This is an optimization exercise on Yosys and OpenROAD, whose aim is small area, a short achievable clock period and few clock cycles per item, not a production implementation.

==> job 2922 <==
// saes_core
module saes_core (
    input  wire        clk,
    input  wire        rst,
    input  wire        cmd_valid,
    output wire        cmd_ready,
    input  wire [23:0] cmd,
    output wire        rsp_valid,
    input  wire        rsp_ready,
    output wire        rsp_err,
    output wire [15:0] rsp_data
);
    localparam [7:0] OP_RDST  = 8'h01, OP_RST   = 8'h02, OP_GFM   = 8'h10,
                     OP_SBX   = 8'h20, OP_ISBX  = 8'h21, OP_SBB   = 8'h22,
                     OP_ISBB  = 8'h23, OP_LDS   = 8'h30, OP_RDS   = 8'h31,
                     OP_RDN   = 8'h32, OP_WRN   = 8'h33, OP_RDM   = 8'h34,
                     OP_WRM   = 8'h35, OP_RTN   = 8'h36, OP_LDK   = 8'h40,
                     OP_RDK   = 8'h41, OP_KEXP  = 8'h42, OP_RDW   = 8'h43,
                     OP_RDRK  = 8'h44, OP_ARK   = 8'h50, OP_ARKI  = 8'h51,
                     OP_SUBN  = 8'h52, OP_ISUBN = 8'h53, OP_MIXC  = 8'h54,
                     OP_IMIXC = 8'h55, OP_SHRW  = 8'h56, OP_ENC   = 8'h58,
                     OP_DEC   = 8'h59, OP_TRC   = 8'h60, OP_RDTI  = 8'h61,
                     OP_RDTS  = 8'h62, OP_RDTK  = 8'h63, OP_RDTW  = 8'h64;
    localparam [2:0] E_ILLEGAL = 3'd1, E_INDEX = 3'd2, E_NOKEY = 3'd3, E_NOTRACE = 3'd4;
    localparam [15:0] SB0 = 16'hC8B9, SB1 = 16'hEB0C, SB2 = 16'hF192, SB3 = 16'h705D;
    localparam [15:0] IB0 = 16'h48BE, IB1 = 16'h8DA9, IB2 = 16'hF1A2, IB3 = 16'hD0CD;
    function [3:0] sbox;
        input [3:0] n;
        sbox = {SB3[n], SB2[n], SB1[n], SB0[n]};
    endfunction
    function [3:0] isbox;
        input [3:0] n;
        isbox = {IB3[n], IB2[n], IB1[n], IB0[n]};
    endfunction
    function [3:0] xt;
        input [3:0] a;
  ...
clock: 10.0 ns
lec_check: 0
abc_area: 1
cap_margin: 20
core_margin: 2
core_utilization: 40
setup_slack_margin: 2
slew_margin: 20
standard.sh (not shown) runs the stock make flow with config.mk's settings and CLKGATE_MAP_FILE= SYNTH_SCRIPT=/design/flow/synth_recipe.tcl, a recipe that flattens the netlist after the stock synthesis.
==> flow/flow/run.sh <==
#!/bin/bash
# Layout flow: the standard layout (standard.sh), with two changes to synthesis only:
#  - Yosys's adder extraction is skipped (ADDER_MAP_FILE empty), so the XOR-heavy cipher
#    logic is mapped by ABC instead of being frozen into half-adder cells;
#  - ABC maps with flow/abc.script (deep AIG resynthesis, then area mapping) in place of
#    ORFS's abc_area.script.
# Everything else, including register names and cell types, is the standard flow's.
set -euo pipefail
export FLOW_WORK="$PWD"
export FLOW_ABC_SCRIPT="$PWD/flow/abc.script"
bash standard.sh ADDER_MAP_FILE= SYNTH_SCRIPT="$PWD/flow/synth.tcl" finish > standard_flow.log 2>&1
==> flow/flow/abc.script <==
strash
&get -n
&deepsyn -T 30
&put
dch -f
map -a
topo
stime -c
buffer -c
upsize -c
dnsize -c
==> flow/flow/synth.tcl <==
# The standard flow's synthesis script (synth_recipe.tcl), with ABC's -script replaced by this flow's.
proc abc {args} {
  set i [lsearch -exact $args -script]
  if { $i >= 0 } { lset args [expr { $i + 1 }] $::env(FLOW_ABC_SCRIPT) }
  yosys abc {*}$args
}
source $::env(FLOW_WORK)/synth_recipe.tcl
==> job 2567: changes against job 2922 <==
--- a/flow/design.v
+++ b/flow/design.v
@@ -94,19 +94,19 @@
             expandkey = {w0, w1, w2, w3, w4, w5};
         end
     endfunction
     reg [15:0] S, K, TX, TK;
     reg        KSV, TRV, MODE, ERR;
     reg [2:0]  ECODE;
     reg        pend, hold_err;
-    reg [15:0] hold_data;
     wire [7:0]  op  = cmd[23:16];
     wire [15:0] imm = cmd[15:0];
     wire        stall;
     wire        accept = cmd_valid && !pend && !stall;
+    wire        pend_nx = !rst && (pend ? !rsp_ready : (accept && !rsp_ready));
     assign cmd_ready = !pend && !stall;
     assign rsp_valid = pend || (cmd_valid && !stall);
     reg         csrc, cmode;
     wire [15:0] cx = csrc ? TX : S;
     wire [15:0] ck = csrc ? TK : K;
     wire        m  = cmode;
     reg  [31:0] EXW;
@@ -114,59 +114,79 @@
     wire [15:0] C0 = ck, C1 = EXW[31:16], C2 = EXW[15:0];
     wire [15:0] c2 = cx ^ (m ? C2 : C0);
     wire [15:0] c4 = m ? isubn(shr(c2)) : subn(shr(c2));
     wire [15:0] c3 = m ? shr(c2) : shr(c4);
     wire [15:0] cz = m ? (c4 ^ C1) : c4;
     wire [15:0] cm = m ? imix(cz) : mix(cz);
     wire [15:0] c5 = m ? cz : cm;
-    wire [15:0] c6 = m ? cm : (cm ^ C1);
+    wire [15:0] c6_nx = m ? cm : (cm ^ C1);
+    reg  [15:0] MID;
+    reg         mid_ok;
+    wire [15:0] c6 = MID;
     wire [15:0] c8 = m ? isubn(shr(c6)) : subn(shr(c6));
     wire [15:0] c7 = m ? shr(c6) : shr(c8);
     wire [15:0] c9 = c8 ^ (m ? C0 : C2);
     wire need_k  = (op == OP_RDW) || (op == OP_RDRK) || (op == OP_ARK);
     wire need_cm = (op == OP_ENC) || (op == OP_DEC) || (op == OP_TRC);
     wire need_cm_mode = (op == OP_TRC) ? imm[0] : op[0];
     wire need_t  = (op == OP_RDTK) || (op == OP_RDTW);
     wire need_ts = (op == OP_RDTS);
-    assign stall = (need_k && csrc) ||
+    wire need_mid = (op == OP_ENC) || (op == OP_DEC) || (op == OP_TRC) ||
+                    ((op == OP_RDTS) && (imm[3] || (imm[2] && imm[1])));
+    assign stall = (need_mid && !mid_ok) ||
+                 (need_k && csrc) ||
                  (need_cm && (csrc || cmode != need_cm_mode)) ||
                  (need_t && !csrc) ||
                  (need_ts && (!csrc || cmode != MODE));
     wire [3:0] ti = imm[3:0];
     wire [2:0] tj = imm[6:4];
-    reg [15:0] tr_state, tr_rk;
+    reg [15:0] tr_state;
     reg        tr_has_rk;
     always @(*) begin
         tr_state = TX;
-        tr_rk    = 16'h0000;
         case (ti)
-            4'd2: begin tr_state = c2; tr_rk = MODE ? C2 : C0; end
+            4'd2: tr_state = c2;
             4'd3: tr_state = c3;
             4'd4: tr_state = c4;
-            4'd5: begin tr_state = c5; tr_rk = MODE ? C1 : 16'h0000; end
-            4'd6: begin tr_state = c6; tr_rk = MODE ? 16'h0000 : C1; end
+            4'd5: tr_state = c5;
+            4'd6: tr_state = c6;
             4'd7: tr_state = c7;
             4'd8: tr_state = c8;
             4'd9, 4'd10: begin
                 tr_state = c9;
-                if (ti == 4'd9) tr_rk = MODE ? C0 : C2;
             end
             default: ;
         endcase
         tr_has_rk = (ti == 4'd2) || (ti == 4'd9) || (ti == 4'd5 && MODE) || (ti == 4'd6 && !MODE);
     end
     wire       tr_mid = MODE && (ti >= 4'd2) && (ti <= 4'd9);
-    wire [7:0] tr_word = (ti != 4'd1) ? 8'h00 :
-                         (tj == 3'd0) ? CW[47:40] : (tj == 3'd1) ? CW[39:32] :
-                         (tj == 3'd2) ? CW[31:24] : (tj == 3'd3) ? CW[23:16] :
-                         (tj == 3'd4) ? CW[15:8]  : CW[7:0];
-    wire [15:0] rk_i = (imm[1:0] == 2'd0) ? C0 : (imm[1:0] == 2'd1) ? C1 : C2;
-    wire [7:0]  w_i  = (imm[2:0] == 3'd0) ? CW[47:40] : (imm[2:0] == 3'd1) ? CW[39:32] :
-                       (imm[2:0] == 3'd2) ? CW[31:24] : (imm[2:0] == 3'd3) ? CW[23:16] :
-                       (imm[2:0] == 3'd4) ? CW[15:8]  : CW[7:0];
+    reg  [1:0]  rk_idx;
+    reg         rk_none;
+    always @(*) begin
+        rk_none = 1'b0;
+        rk_idx  = imm[1:0];
+        if (op[5]) begin
+            case (ti)
+                4'd2:    rk_idx = MODE ? 2'd2 : 2'd0;
+                4'd5:    begin rk_idx = 2'd1; rk_none = !MODE; end
+                4'd6:    begin rk_idx = 2'd1; rk_none = MODE; end
+                4'd9:    rk_idx = MODE ? 2'd0 : 2'd2;
+                default: rk_none = 1'b1;
+            endcase
+        end
+    end
+    wire [15:0] rk_i = rk_none ? 16'h0000 :
+                       (rk_idx == 2'd0) ? C0 : (rk_idx == 2'd1) ? C1 : C2;
+    wire [15:0] tr_rk = rk_i;
+    wire [2:0]  wb_idx = op[5] ? tj : imm[2:0];
+    wire [7:0]  w_i    = (wb_idx == 3'd0) ? CW[47:40] : (wb_idx == 3'd1) ? CW[39:32] :
+                         (wb_idx == 3'd2) ? CW[31:24] : (wb_idx == 3'd3) ? CW[23:16] :
+                         (wb_idx == 3'd4) ? CW[15:8]  : CW[7:0];
+    wire [7:0]  tr_word = (ti != 4'd1) ? 8'h00 : w_i;
+    wire [15:0] ark_s = S ^ (op[0] ? imm : rk_i);
     reg         ex_err;
     reg  [2:0]  ex_code;
     reg  [15:0] ex_data;
     reg         ex_wr_s;
     reg  [15:0] ex_s;
     always @(*) begin
         ex_err  = 1'b0;
@@ -219,18 +239,18 @@
                     ex_err = 1'b1; ex_code = E_INDEX;
                 end else if (!KSV) begin
                     ex_err = 1'b1; ex_code = E_NOKEY;
                 end else if (op == OP_RDRK) begin
                     ex_data = rk_i;
                 end else begin
                     ex_wr_s = 1'b1;
-                    ex_s    = S ^ rk_i;
+                    ex_s    = ark_s;
                 end
             end
-            OP_ARKI:  begin ex_wr_s = 1'b1; ex_s = S ^ imm; end
+            OP_ARKI:  begin ex_wr_s = 1'b1; ex_s = ark_s; end
             OP_SUBN:  begin ex_wr_s = 1'b1; ex_s = subn(S); end
             OP_ISUBN: begin ex_wr_s = 1'b1; ex_s = isubn(S); end
             OP_MIXC:  begin ex_wr_s = 1'b1; ex_s = mix(S); end
             OP_IMIXC: begin ex_wr_s = 1'b1; ex_s = imix(S); end
             OP_SHRW:  begin ex_wr_s = 1'b1; ex_s = shr(S); end
             OP_ENC:   begin ex_wr_s = 1'b1; ex_s = c9; end
             OP_DEC:   begin ex_wr_s = 1'b1; ex_s = c9; end
@@ -253,15 +273,15 @@
                 ex_err = 1'b1; ex_code = E_ILLEGAL;
             end
         endcase
         if (ex_wr_s) ex_data = ex_s;
         if (ex_err) ex_data = {13'b0, ex_code};
     end
     assign rsp_err  = pend ? hold_err  : ex_err;
-    assign rsp_data = pend ? hold_data : ex_data;
+    assign rsp_data = pend ? MID : ex_data;
     always @(posedge clk) begin
         if (rst || (accept && op == OP_RST)) begin
             S     <= 16'h0000;
             K     <= 16'h0000;
             KSV   <= 1'b0;
             TRV   <= 1'b0;
             MODE  <= 1'b0;
@@ -294,45 +314,43 @@
             TK <= K;
         end
     end
     always @(posedge clk) begin
         if (rst) begin
             pend <= 1'b0;
         end else begin
-            pend <= pend ? !rsp_ready : (accept && !rsp_ready);
+            pend <= pend_nx;
         end
     end
-    reg        csrc_nx, cmode_nx;
-    reg [15:0] k_nx, tk_nx;
-    always @(*) begin
-        csrc_nx  = csrc;
-        cmode_nx = cmode;
-        if (cmd_valid && !pend) begin
-            if (stall) begin
-                csrc_nx  = need_t || need_ts;
-                cmode_nx = need_ts ? MODE : need_cm_mode;
-            end else if (op == OP_TRC) begin
-                csrc_nx  = 1'b1;
-                cmode_nx = imm[0];
-            end
-        end
-        if (rst) begin
-            csrc_nx  = 1'b0;
-            cmode_nx = 1'b0;
-        end
-        k_nx  = (rst || (accept && op == OP_RST)) ? 16'h0000 :
-                (accept && op == OP_LDK) ? imm : K;
-        tk_nx = (accept && op == OP_TRC) ? K : TK;
-    end
-    wire [47:0] exw_nx = expandkey(csrc_nx ? tk_nx : k_nx);
+    wire clr     = rst || (accept && op == OP_RST);
+    wire set_cfg = cmd_valid && !pend && stall;
+    wire csrc_nx  = clr ? 1'b0 :
+                    set_cfg ? (need_t || need_ts) :
+                    (accept && op == OP_TRC) ? 1'b1 : csrc;
+    wire cmode_nx = clr ? 1'b0 :
+                    set_cfg ? (need_ts ? MODE : need_cm_mode) :
+                    (accept && op == OP_TRC) ? imm[0] : cmode;
+    wire [47:0] EXP0 = expandkey(16'h0000);
+    wire [47:0] exw_new   = expandkey((op == OP_LDK) ? imm : (csrc ? K : TK));
+    wire        sw_src    = set_cfg && ((need_t || need_ts) != csrc);
     always @(posedge clk) begin
         csrc  <= csrc_nx;
         cmode <= cmode_nx;
-        EXW   <= exw_nx[31:0];
+        if (clr)
+            EXW <= EXP0[31:0];
+        else if (accept && op == OP_LDK && !csrc)
+            EXW <= exw_new[31:0];
+        else if (sw_src)
+            EXW <= exw_new[31:0];
+    end
+    wire opnd_write = accept && !ex_err &&
+                      ((ex_wr_s && op != OP_TRC) || op == OP_LDK || op == OP_RST);
+    always @(posedge clk) begin
+        MID    <= pend_nx ? (pend ? MID : ex_data) : c6_nx;
+        mid_ok <= !clr && !opnd_write && !pend_nx && csrc_nx == csrc && cmode_nx == cmode;
     end
     always @(posedge clk) begin
         if (!pend) begin
             hold_err  <= ex_err;
-            hold_data <= ex_data;
         end
     end
 endmodule
==> flow/flow/run.sh (replaced) <==
#!/bin/bash
# Layout flow: the standard layout (standard.sh), with these changes:
#  - synthesis: Yosys's adder extraction is skipped (ADDER_MAP_FILE empty), so the
#    XOR-heavy cipher logic is mapped by ABC instead of being frozen into half-adder
#    cells, and ABC maps with flow/abc.script (deep AIG resynthesis, then area mapping)
#    in place of ORFS's abc_area.script;
#  - placement: every input and output port still gets its own buffer, but a buf_4
#    rather than the default choice (a slow delay cell).
# Everything else, including register names and cell types, is the standard flow's.
set -euo pipefail
export FLOW_WORK="$PWD"
export FLOW_ABC_SCRIPT="$PWD/flow/abc.script"
bash standard.sh ADDER_MAP_FILE= SYNTH_SCRIPT="$PWD/flow/synth.tcl" \
  BUFFER_PORTS_ARGS="-buffer_cell sky130_fd_sc_hd__buf_4" finish > standard_flow.log 2>&1
Settings changed: CORE_UTILIZATION 40 to 45, SETUP_SLACK_MARGIN 2 to 3.
==> notes <==
Hold slack: job 2922 is worse than job 2567 (0.011 ns).
Against job 2922, the via count of job 2567 is lower by about 4.3%.
Against job 2567, the critical path depth of job 2922 is higher by 5.
Register-to-register slack: job 2567 is better than job 2922 (1.0 ns).
Of job 2922 and job 2567, job 2922 has the higher routed wire length (gap 10%, measured against job 2567).
Against job 2567, the global-route usage of job 2922 is lower by 0.46 points.
Against job 2922, the first-iteration DRC count of job 2567 is lower by 10%.
Of job 2922 and job 2567, job 2567 has the higher synthesized cell count (gap 0.88%, measured against job 2567).
Clock skew: job 2567 is lower than job 2922 (0.0037 ns).
Function was not checked in any run of this note: the RTL went through the layout flow alone.

==> re-timing with driven ports <==
No port has a modelled driver above. Below, the same layouts with a new extraction and two added sets of constraints. Step 1 sets driving cells, clkbuf_16 on the clock port and buf_2 on the other inputs (assumed; they add their load-dependent delay and slew). Step 2 moves the port delays by t, midway between the first and last clock arrival at a register: inputs arrive t later, outputs are due t later. That takes back most of the time a late clock gives input paths. Three values: ideal, step 1, step 2; two values: the first two.
| run | t, ns | setup slack, ns | worst hold slack (ns) | worst setup path at the end |
|---|---|---|---|---|
| job 2922 | 0.495 | 1.646 / 1.620 / 1.620 | 0.475 / 0.475 / 0.475 | input to output |
| job 2567 | 0.493 | 2.865 / 2.842 / 2.842 | 0.486 / 0.486 / 0.486 | input to output |
After both steps every run listed still meets setup and hold. The setup slack of job 2922, which loses most, moves by -0.026 ns with the drivers and by -0.026 ns with both steps.
